From an optimization exercise on the open Yosys and OpenROAD flow, aimed at small area, a short achievable clock period and few clock cycles per item; shortcuts taken in it are not production practice.

## v6
==> flow/design.v <==
module gs_addr_calc (
    input  wire        f0,       
    input  wire        f1,       
    input  wire        f2,       
    input  wire        n0,       
    input  wire        n1,       
    input  wire        n2,
    input  wire [14:0] pg,
    input  wire [6:0]  x,
    input  wire [6:0]  y,
    input  wire        c,
    output wire [28:0] addr
);
    wire [14:0] hi = ({15{~n0}} & {3'b000, pg[14:3]}) |
                     ({15{~n1}} & {1'b0, pg[14:1]}) |
                     ({15{~n2}} & pg[14:0]);
    assign addr[28:14] = hi;
    assign addr[13] = (f0 & pg[2]) | (f1 & pg[0]) | (f2 & y[6]);
    assign addr[12] = (f0 & pg[1]) | (n0 & x[6]);
    assign addr[11] = (f0 & pg[0]) | (n0 & y[5]);
    assign addr[10] = x[5];
    assign addr[9]  = y[4];
    assign addr[8]  = (n2 & x[4]) | (f2 & y[3]);
    assign addr[7]  = (n2 & y[3]) | (f2 & y[2]);
    assign addr[6]  = (f0 & x[3]) | (f1 & y[2]) | (f2 & c);
    assign addr[5]  = (f0 & y[2]) | (f1 & c)    | (f2 & x[1]);
    assign addr[4]  = (f0 & y[1]) | (f1 & x[1]) | (f2 & y[0]);
    assign addr[3]  = (f0 & x[2]) | (f1 & y[0]) | (f2 & x[0]);
    assign addr[2]  = (f0 & x[1]) | (f1 & x[0]) | (f2 & x[4]);
    assign addr[1]  = (f0 & y[0]) | (n0 & x[3]);
    assign addr[0]  = (f0 & x[0]) | (n0 & y[1]);
endmodule
module gs_swizzle_agu (
    input  wire        clk,
    input  wire        rst,
    input  wire        cmd_valid,
    output wire        cmd_ready,
    input  wire [1:0]  cmd_fmt,
    input  wire [13:0] cmd_dbp,
    input  wire [5:0]  cmd_dbw,
    input  wire [10:0] cmd_x0,
    input  wire [10:0] cmd_y0,
    input  wire [11:0] cmd_w,
    input  wire [11:0] cmd_h,
    output reg         out_valid,
    input  wire        out_ready,
    output wire [28:0] out_addr,
    output wire        out_last
);
    reg        rdy;         
    reg        setup;       
    reg        f0, f1, f2;  
    reg        n0, n1, n2;  
    reg [5:0]  pw;          
    reg [11:0] w;
    reg [6:0]  x0l;         
    reg [6:0]  xl;          
    reg [6:0]  yl;          
    reg [11:0] cnt;         
    reg        re;          
    reg [11:0] rcnt;        
    reg        lr;          
    reg [14:0] pg;          
    reg [14:0] rb;          
    reg        xc;          
    reg [11:0] bo;          
    reg        sel;
    reg        s0;          
    reg        sl;          
    reg        cx;          
    assign cmd_ready = rdy;
    assign out_last  = re & lr;
    gs_addr_calc u_calc (
        .f0   (f0),
        .f1   (f1),
        .f2   (f2),
        .n0   (n0),
        .n1   (n1),
        .n2   (n2),
        .pg   (pg),
        .x    (xl),
        .y    (yl),
        .c    (cx),
        .addr (out_addr)
    );
    wire accept  = rdy & cmd_valid;
    wire advance = out_valid & out_ready;
    wire row_end = advance & re;
    wire xc_x0  = f0 ? (&x0l[5:0]) : (&x0l);
    wire xc_inc = ~xl[0] & (&xl[5:1]) & (f0 | xl[6]);
    wire yc_cur = (&yl[4:0]) & (f0 | (yl[5] & (f1 | yl[6])));
    wire yc_inc = ~yl[0] & (&yl[4:1]) & (f0 | (yl[5] & (f1 | yl[6])));
    wire [11:0] b      = bo & {12{sel}};
    wire [14:0] ag = rb & {3'd0, b};
    wire [14:0] ap = rb ^ {3'd0, b};
    wire [14:0] g1 = ag | (ap & {ag[13:0], 1'b0});
    wire [14:0] p1 = ap & {ap[13:0], 1'b0};
    wire [14:0] g2 = g1 | (p1 & {g1[12:0], 2'b0});
    wire [14:0] p2 = p1 & {p1[12:0], 2'b0};
    wire [14:0] g3 = g2 | (p2 & {g2[10:0], 4'b0});
    wire [14:0] p3 = p2 & {p2[10:0], 4'b0};
    wire [14:0] g4 = g3 | (p3 & {g3[6:0], 8'b0});
    wire [14:0] rb_sum = ap ^ {g4[13:0], 1'b0};
    wire [5:0] cmd_pw = (cmd_fmt == 2'd0) ? cmd_dbw : {1'b0, cmd_dbw[5:1]};
    wire       ne     = (cmd_w != 12'd0) && (cmd_h != 12'd0);
    wire       sy_nx = (xl[2:0] == 3'd1) ? cnt[0] :
                       (xl[2:0] == 3'd2) ? cnt[1] :
                       (xl[2:0] == 3'd3) ? cnt[2] :
                       (xl[2:0] == 3'd4) ? cnt[3] :
                       (xl[2:0] == 3'd5) ? cnt[4] : cnt[5];
    always @(posedge clk) begin
        if (rst) begin
            rdy       <= 1'b1;
            setup     <= 1'b0;
            out_valid <= 1'b0;
        end else if (accept) begin
            rdy   <= !ne;
            setup <= ne;
        end else if (setup) begin
            if (sl) begin
                setup     <= 1'b0;
                out_valid <= 1'b1;
            end
        end else if (row_end && lr) begin
            out_valid <= 1'b0;
            rdy       <= 1'b1;
        end
    end
    always @(posedge clk) begin
        if (rdy) begin
            f0  <= (cmd_fmt == 2'd0);
            f1  <= (cmd_fmt == 2'd1);
            f2  <= cmd_fmt[1];
            n0  <= (cmd_fmt != 2'd0);
            n1  <= (cmd_fmt != 2'd1);
            n2  <= ~cmd_fmt[1];
            pw  <= cmd_pw;
            w   <= cmd_w;
            x0l <= cmd_x0[6:0];
        end
    end
    wire [6:0] xl_inc = xl + 7'd1;
    wire first = setup & sl;                  
    wire rs    = first | (re & ~setup);       
    always @(posedge clk) begin
        s0 <= rdy;
        sl <= setup & (xl[2:0] == 3'd6);
        if (rdy | setup)
            bo <= rdy ? {7'd0, (cmd_fmt == 2'd0) ? cmd_x0[10:6] : {1'b0, cmd_x0[10:7]}} :
                  (s0 | sl) ? {6'd0, pw} : {bo[10:0], 1'b0};
        if (rdy | setup | row_end)
            sel <= rdy | (setup & ~sl ? sy_nx : setup ? yc_cur : yc_inc);
    end
    always @(posedge clk)
        if (rdy | setup | row_end) rb <= rdy ? {1'b0, cmd_dbp} : rb_sum;
    wire ld = first | (advance & re);         
    wire [14:0] pg_nx = pg + {14'd0, advance & xc};
    always @(posedge clk)
        pg <= ld ? rb_sum : pg_nx;
    wire [6:0] xl_nx = xl + {6'd0, setup | advance};
    always @(posedge clk) begin
        xl <= rdy ? ((cmd_fmt == 2'd0) ? 7'd121 : (cmd_fmt == 2'd1) ? 7'd122 : 7'd123) :
              ld ? x0l : xl_nx;
        if (rdy | setup | advance)
            xc <= rs ? xc_x0 : xc_inc;
    end
    wire [6:0] yl_inc = yl + 7'd1;
    always @(posedge clk)
        yl <= rdy ? cmd_y0[6:0] : yl + {6'd0, advance & re};
    always @(posedge clk)
        if (setup | advance)
            cx <= rs ? (x0l[2] ^ (re & ~setup ? yl_inc[1] ^ yl_inc[2] : yl[1] ^ yl[2]))
                     : (xl_inc[2] ^ yl[1] ^ yl[2]);
    always @(posedge clk) begin
        cnt <= rdy ? {6'd0, cmd_y0[10:5]} : ld ? w : cnt - {11'd0, advance};
        if (rdy | first | advance)
            re <= rs ? (w == 12'd1) : (cnt == 12'd2);
    end
    always @(posedge clk) begin
        rcnt <= rdy ? cmd_h : rcnt - {11'd0, advance & re};
        if (rdy | row_end)
            lr <= rdy ? (cmd_h == 12'd1) : (rcnt == 12'd2);
    end
endmodule
==> flow/config.mk <==
export PLATFORM = sky130hd
export DESIGN_NAME = gs_swizzle_agu
export DESIGN_NICKNAME = gs_swizzle_agu
export VERILOG_FILES = /design/flow/design.v
export SDC_FILE = /design/flow/constraint.sdc
export NUM_CORES = 4
export LEC_CHECK = 0
export CAP_MARGIN = 20
export CORE_MARGIN = 2
export CORE_UTILIZATION = 40
export CTS_BUF_LIST = sky130_fd_sc_hd__clkbuf_4 sky130_fd_sc_hd__clkbuf_8
export CTS_CLUSTER_SIZE = 30
export SETUP_SLACK_MARGIN = 3.2
export SLEW_MARGIN = 20
==> flow/constraint.sdc <==
create_clock -name core_clock -period 6.0 [get_ports {clk}]
set_input_delay 1.2000 -clock core_clock [delete_from_list [all_inputs] [get_ports {clk}]]
set_output_delay 1.2000 -clock core_clock [all_outputs]
set_load 0.01 [all_outputs]
standard.sh (not shown) runs the stock make flow with config.mk's settings and CLKGATE_MAP_FILE= SYNTH_SCRIPT=/design/flow/synth_recipe.tcl, a recipe that flattens the netlist after the stock synthesis.
==> flow/flow/run.sh <==
#!/bin/bash
export BUFFER_PORTS_ARGS="-buffer_cell sky130_fd_sc_hd__buf_1"
bash standard.sh > standard.log 2>&1
For v7, these inputs were changed with respect to v6:
diff --git a/flow/design.v b/flow/design.v
--- a/flow/design.v
+++ b/flow/design.v
@@ -9,28 +9,17 @@
     input  wire [6:0]  x,
     input  wire [6:0]  y,
     input  wire        c,
     output wire [28:0] addr
 );
-    wire [14:0] hi = ({15{~n0}} & {3'b000, pg[14:3]}) |
-                     ({15{~n1}} & {1'b0, pg[14:1]}) |
-                     ({15{~n2}} & pg[14:0]);
-    assign addr[28:14] = hi;
-    assign addr[13] = (f0 & pg[2]) | (f1 & pg[0]) | (f2 & y[6]);
-    assign addr[12] = (f0 & pg[1]) | (n0 & x[6]);
-    assign addr[11] = (f0 & pg[0]) | (n0 & y[5]);
-    assign addr[10] = x[5];
-    assign addr[9]  = y[4];
-    assign addr[8]  = (n2 & x[4]) | (f2 & y[3]);
-    assign addr[7]  = (n2 & y[3]) | (f2 & y[2]);
-    assign addr[6]  = (f0 & x[3]) | (f1 & y[2]) | (f2 & c);
-    assign addr[5]  = (f0 & y[2]) | (f1 & c)    | (f2 & x[1]);
-    assign addr[4]  = (f0 & y[1]) | (f1 & x[1]) | (f2 & y[0]);
-    assign addr[3]  = (f0 & x[2]) | (f1 & y[0]) | (f2 & x[0]);
-    assign addr[2]  = (f0 & x[1]) | (f1 & x[0]) | (f2 & x[4]);
-    assign addr[1]  = (f0 & y[0]) | (n0 & x[3]);
-    assign addr[0]  = (f0 & x[0]) | (n0 & y[1]);
+    wire [28:0] a32 = {3'b000, pg, x[5], y[4], x[4], y[3], x[3], y[2], y[1], x[2], x[1], y[0], x[0]};
+    wire [28:0] a8  = {1'b0, pg, x[6], y[5], x[5], y[4], x[4], y[3], y[2], c, x[1], y[0], x[0], x[3], y[1]};
+    wire [28:0] a4  = {pg, y[6], x[6], y[5], x[5], y[4], y[3], y[2], c, x[1], y[0], x[0], x[4], x[3], y[1]};
+    wire [28:0] s0 = {{15{~n0}}, {14{f0}}};
+    wire [28:0] s1 = {{15{~n1}}, {14{f1}}};
+    wire [28:0] s2 = {{15{~n2}}, {14{f2}}};
+    assign addr = (s0 & a32) | (s1 & a8) | (s2 & a4);
 endmodule
 module gs_swizzle_agu (
     input  wire        clk,
     input  wire        rst,
     input  wire        cmd_valid,
@@ -143,13 +132,12 @@
     wire first = setup & sl;                  
     wire rs    = first | (re & ~setup);       
     always @(posedge clk) begin
         s0 <= rdy;
         sl <= setup & (xl[2:0] == 3'd6);
-        if (rdy | setup)
-            bo <= rdy ? {7'd0, (cmd_fmt == 2'd0) ? cmd_x0[10:6] : {1'b0, cmd_x0[10:7]}} :
-                  (s0 | sl) ? {6'd0, pw} : {bo[10:0], 1'b0};
+        bo <= rdy ? {7'd0, (cmd_fmt == 2'd0) ? cmd_x0[10:6] : {1'b0, cmd_x0[10:7]}} :
+              (setup & ~s0 & ~sl) ? {bo[10:0], 1'b0} : {6'd0, pw};
         if (rdy | setup | row_end)
             sel <= rdy | (setup & ~sl ? sy_nx : setup ? yc_cur : yc_inc);
     end
     always @(posedge clk)
         if (rdy | setup | row_end) rb <= rdy ? {1'b0, cmd_dbp} : rb_sum;
## What came out
v7 reached the final stage; the timing, design-rule and antenna checks on its layout passed. Worst setup slack before clock tree synthesis came out higher on v7 than on v6. Compared v7 against v6; number of global-route vias before repair within noise. Diff v6 -> v7: area growth from synthesis to layout rose 0.17 points, insertion delay of the later-clocked pin in the worst-skew pair about even, worst setup slack fell 0.026 ns.
No run of this note included a check of the RTL's function; only the layout flow was run.

port drivers added, routing unchanged:
No port has a modelled driver above. Below, the same layouts with a new extraction and two added sets of constraints. Step 1, drivers: a clkbuf_16 drives clk and a buf_2 each remaining input, both assumed. Step 2 moves the port delays by t, midway between the first and last clock arrival at a register: inputs arrive t later, outputs are due t later. That takes back most of the time a late clock gives input paths. Three values: ideal ports, drivers, drivers and shift; two values: the first two.
run	t (ns)	setup slack, ns	worst hold slack (ns)	worst setup path at the end	clock arrival spread, ns
v6	0.472	3.210 / 3.174 / 2.888	0.502 / 0.502 / 0.502	input to register	0.012 / 0.013
v7	0.475	3.185 / 3.148 / 2.976	0.481 / 0.481 / 0.481	input to register	0.018 / 0.017
After both steps every run listed still meets setup and hold. The setup slack of v6, which loses most, moves by -0.036 ns with the drivers and by -0.322 ns with both steps.
